This design comes from an exercise in tuning for small area on the open sky130 flow, not from production work.
Function was checked by simulation only, so behaviour that the tests miss may differ from the original.
No activity file was given, so power comes from the tool's default toggle rates.

==> run M <==
## dxpc
module dxpc (
    input  wire        clk,
    input  wire        rst,           
    input  wire [15:0] t_byte,        
    input  wire        buf_we,
    input  wire [7:0]  buf_waddr,
    input  wire [7:0]  buf_wdata,
    input  wire        cmd_valid,
    output wire        cmd_ready,
    input  wire [3:0]  cmd_op,
    input  wire [7:0]  cmd_id,
    input  wire [7:0]  cmd_cmd,
    input  wire [7:0]  cmd_addr,
    input  wire [7:0]  cmd_count,
    input  wire [7:0]  cmd_width,
    input  wire [15:0] cmd_value,
    input  wire [7:0]  cmd_len,
    output wire        tx_valid,
    output wire [7:0]  tx_data,
    input  wire        tx_ready,
    input  wire        rx_valid,
    input  wire [7:0]  rx_data,
    output wire        rx_ready,
    output wire        res_valid,
    input  wire        res_ready,
    output wire [3:0]  res_status,
    output wire [2:0]  res_kind,
    output wire [3:0]  info_state,
    output wire [7:0]  info_byte,
    output wire [7:0]  info_expected,
    output wire [7:0]  info_received,
    output wire [7:0]  info_code,
    output wire [7:0]  info_count,
    output wire [7:0]  res_pid,
    output wire [7:0]  res_plen,
    output wire [7:0]  res_pcmd,
    output wire [7:0]  res_pn,
    output wire [15:0] res_v16,
    output wire [31:0] res_ts,
    input  wire [7:0]  rd_idx,
    output wire [7:0]  rd_data,
    output wire [15:0] rd_pos
);
    localparam [3:0] H_SEND = 4'h1, H_RECV = 4'h2, H_PING = 4'h3,
                     H_READ = 4'h4, H_WRITE = 4'h5, H_SWRITE = 4'h6,
                     H_SREAD = 4'h7, H_TON = 4'h8, H_TOFF = 4'h9,
                     H_SETPOS = 4'hA, H_READPOS = 4'hB, H_FLUSH = 4'hC;
    localparam [3:0] S_OK = 4'd0, S_TIMEOUT = 4'd1, S_FRAMING = 4'd2,
                     S_CHECKSUM = 4'd3, S_EMPTY = 4'd4, S_MALFLEN = 4'd5,
                     S_DEVICE = 4'd6, S_MALREQ = 4'd7, S_LENGTH = 4'd8,
                     S_ILLEGAL = 4'd9;
    localparam [2:0] PH_IDLE = 3'd0, PH_CHECK = 3'd1, PH_SCAN = 3'd2,
                     PH_TX = 3'd3, PH_RX = 3'd4, PH_INTERP = 3'd5,
                     PH_MUL = 3'd6, PH_RESULT = 3'd7;
    localparam [3:0] T_H1 = 4'd0, T_H2 = 4'd1, T_ID = 4'd2, T_LEN = 4'd3,
                     T_CMD = 4'd4, T_P0 = 4'd5, T_P1 = 4'd6, T_P2 = 4'd7,
                     T_BODY = 4'd8, T_CHK = 4'd9;
  ...
==> flow/config.mk <==
export PLATFORM = sky130hd
export DESIGN_NAME = dxpc
export DESIGN_NICKNAME = dxpc
export VERILOG_FILES = /design/flow/design.v
export SDC_FILE = /design/flow/constraint.sdc
export NUM_CORES = 4
export LEC_CHECK = 0
export ABC_AREA = 1
export CAP_MARGIN = 20
export CORE_MARGIN = 2
export CORE_UTILIZATION = 55
export PLACE_DENSITY = 0.65
export SETUP_SLACK_MARGIN = 0.2
export SLEW_MARGIN = 20
==> flow/constraint.sdc <==
create_clock -name core_clock -period 12.0 [get_ports {clk}]
set_input_delay 2.4000 -clock core_clock [delete_from_list [all_inputs] [get_ports {clk}]]
set_output_delay 2.4000 -clock core_clock [all_outputs]
set_load 0.01 [all_outputs]
standard.sh (not shown) runs the stock make flow with config.mk's settings and CLKGATE_MAP_FILE= SYNTH_SCRIPT=/design/flow/synth_recipe.tcl, a recipe that flattens the netlist after the stock synthesis.
==> flow/flow/run.sh <==
#!/bin/bash
# Own layout flow: the standard ORFS flow (standard.sh), with these changes:
#  - synthesis maps logic with the ABC script in flow/abc_area.script
#    (ABC_AREA=1 in config.mk selects it); registers are mapped by the
#    standard synthesis steps before ABC, so they are the standard ones;
#  - ports are buffered with sky130_fd_sc_hd__buf_1;
#  - a fanout limit (flow/pre_place.tcl) before global placement, so repair
#    splits the very wide buffer-write-data nets;
#  - CTS with larger sink clusters and without dummy loads.
# Each step's full output is in orfs/logs/; make's output in flow_run.log.
set -euo pipefail
cd "$(dirname "$0")/.."
WORK=$(pwd)
rm -rf "$WORK/scripts_mod"
cp -r "$FLOW_HOME/scripts" "$WORK/scripts_mod"
cp "$WORK/flow/abc_area.script" "$WORK/scripts_mod/abc_area.script"
export SCRIPTS_DIR="$WORK/scripts_mod"
export PRE_GLOBAL_PLACE_TCL="$WORK/flow/pre_place.tcl"
export PRE_RESIZE_TCL="$WORK/flow/pre_place.tcl"
export CTS_ARGS="-sink_clustering_enable -repair_clock_nets -dont_use_dummy_load -sink_clustering_size 20 -sink_clustering_max_diameter 80"
export BUFFER_PORTS_ARGS="-buffer_cell sky130_fd_sc_hd__buf_1"
bash standard.sh > "$WORK/flow_run.log" 2>&1
==> flow/flow/abc_area.script <==
strash
&get -n
&st
&b
&dch
&nf -a
&st
&b
&dch
&nf -a
&put
topo
==> flow/flow/pre_place.tcl <==
set_max_fanout 24 [current_design]
==> run C: changes against run M <==
--- a/flow/flow/run.sh
+++ b/flow/flow/run.sh
@@ -18,5 +18,5 @@
 export PRE_GLOBAL_PLACE_TCL="$WORK/flow/pre_place.tcl"
 export PRE_RESIZE_TCL="$WORK/flow/pre_place.tcl"
-export CTS_ARGS="-sink_clustering_enable -repair_clock_nets -dont_use_dummy_load -sink_clustering_size 20 -sink_clustering_max_diameter 80"
+export CTS_ARGS="-sink_clustering_enable -repair_clock_nets -dont_use_dummy_load -sink_clustering_size 16 -sink_clustering_max_diameter 70 -buf_list {sky130_fd_sc_hd__clkbuf_8}"
 export BUFFER_PORTS_ARGS="-buffer_cell sky130_fd_sc_hd__buf_1"
 bash standard.sh > "$WORK/flow_run.log" 2>&1
==> flow/flow/pre_place.tcl (replaced) <==
set_max_fanout 48 [current_design]
Settings changed: CORE_UTILIZATION 55 to 75, PLACE_DENSITY 0.65 to 0.85, SETUP_SLACK_MARGIN 0.2 to 0.1.
==> run A: changes against run M <==
--- a/flow/flow/run.sh
+++ b/flow/flow/run.sh
@@ -18,5 +18,5 @@
 export PRE_GLOBAL_PLACE_TCL="$WORK/flow/pre_place.tcl"
 export PRE_RESIZE_TCL="$WORK/flow/pre_place.tcl"
-export CTS_ARGS="-sink_clustering_enable -repair_clock_nets -dont_use_dummy_load -sink_clustering_size 20 -sink_clustering_max_diameter 80"
+export CTS_ARGS="-sink_clustering_enable -repair_clock_nets -dont_use_dummy_load -sink_clustering_size 16 -sink_clustering_max_diameter 70 -buf_list {sky130_fd_sc_hd__clkbuf_8}"
 export BUFFER_PORTS_ARGS="-buffer_cell sky130_fd_sc_hd__buf_1"
 bash standard.sh > "$WORK/flow_run.log" 2>&1
==> flow/flow/pre_place.tcl (replaced) <==
set_max_fanout 48 [current_design]
Settings changed: CORE_UTILIZATION 55 to 68, PLACE_DENSITY 0.65 to 0.78, SETUP_SLACK_MARGIN 0.2 to 0.1.
==> comparison table <==
|  | run M | run A | run C |
|---|---|---|---|
| R2r worst-path depth | 29 | 31 | 29 |
| Comb pwr | 0.0102 W | 0.00979 W | 0.00993 W |
| Seq pwr | 0.00958 W | 0.00960 W | 0.00960 W |
| Well tap count | 1930 | 1612 | 1414 |
| Clock network share of area | 3.28% | 2.38% | 2.36% |
| Finished Layout Cells | 7573 | 7164 | 6968 |
| Min Hold Slack | 0.689 ns | 0.668 ns | 0.656 ns |
| Static Leakage | 28.1 nW | 27.0 nW | 27.0 nW |
| VDD IR-drop max | 0.000241 V | 0.000227 V | 0.000243 V |
| Sequential portion of the cell area | 69.8% | 71.3% | 71.6% |
| Met2 Usage GRT | 54.4% | 62.7% | 69.1% |
| Switching power share of the total | 41.3% | 41.9% | 42.5% |
| Outcome | complete, no violations | complete, no violations | complete, no violations |
| Worst setup slack for register-to-register paths | 2.47 ns | 2.30 ns | 2.44 ns |
| Number of buffers inserted during clock tree synthesis | 119 | 154 | 152 |
| H-tree lvl count | 3 | 4 | 4 |

==> static timing again, ports no longer ideal <==
In the flow no input, the clock included, has a driving cell. The finished layouts below were timed again as built, in two steps.
Step 1 (the two cells are an assumption about what drives the block):
set clk [get_ports {clk}]
set_driving_cell -lib_cell sky130_fd_sc_hd__clkbuf_16 $clk
set_driving_cell -lib_cell sky130_fd_sc_hd__buf_2 [delete_from_list [all_inputs] $clk]
Step 2 adds t to the input delays and takes it off the output delays; t is the mean of the earliest and latest rising clock arrival at the registers after step 1. Input paths then give back, and output paths get back, about the clock's delay inside the block.
Slacks: ideal / step 1 / step 2; pairs: ideal / step 1.
| run | t (ns) | setup slack, ns | worst register clock-pin slew, ns | worst data-port slew with drivers (ns) | pins driven straight from the clock port |
|---|---|---|---|---|---|
| run M | 0.827 | 0.478 / 0.450 / 0.450 | 0.09 / 0.09 | 0.10 | 1 |
| run C | 0.957 | 0.494 / 0.424 / 0.424 | 0.11 / 0.11 | 0.10 | 1 |
| run A | 0.981 | 0.374 / 0.296 / 0.454 | 0.11 / 0.11 | 0.11 | 1 |
After both steps every run listed still meets setup and hold. For run C, which loses most, drivers alone change the setup slack by -0.070 ns; drivers and shift together by -0.070 ns.
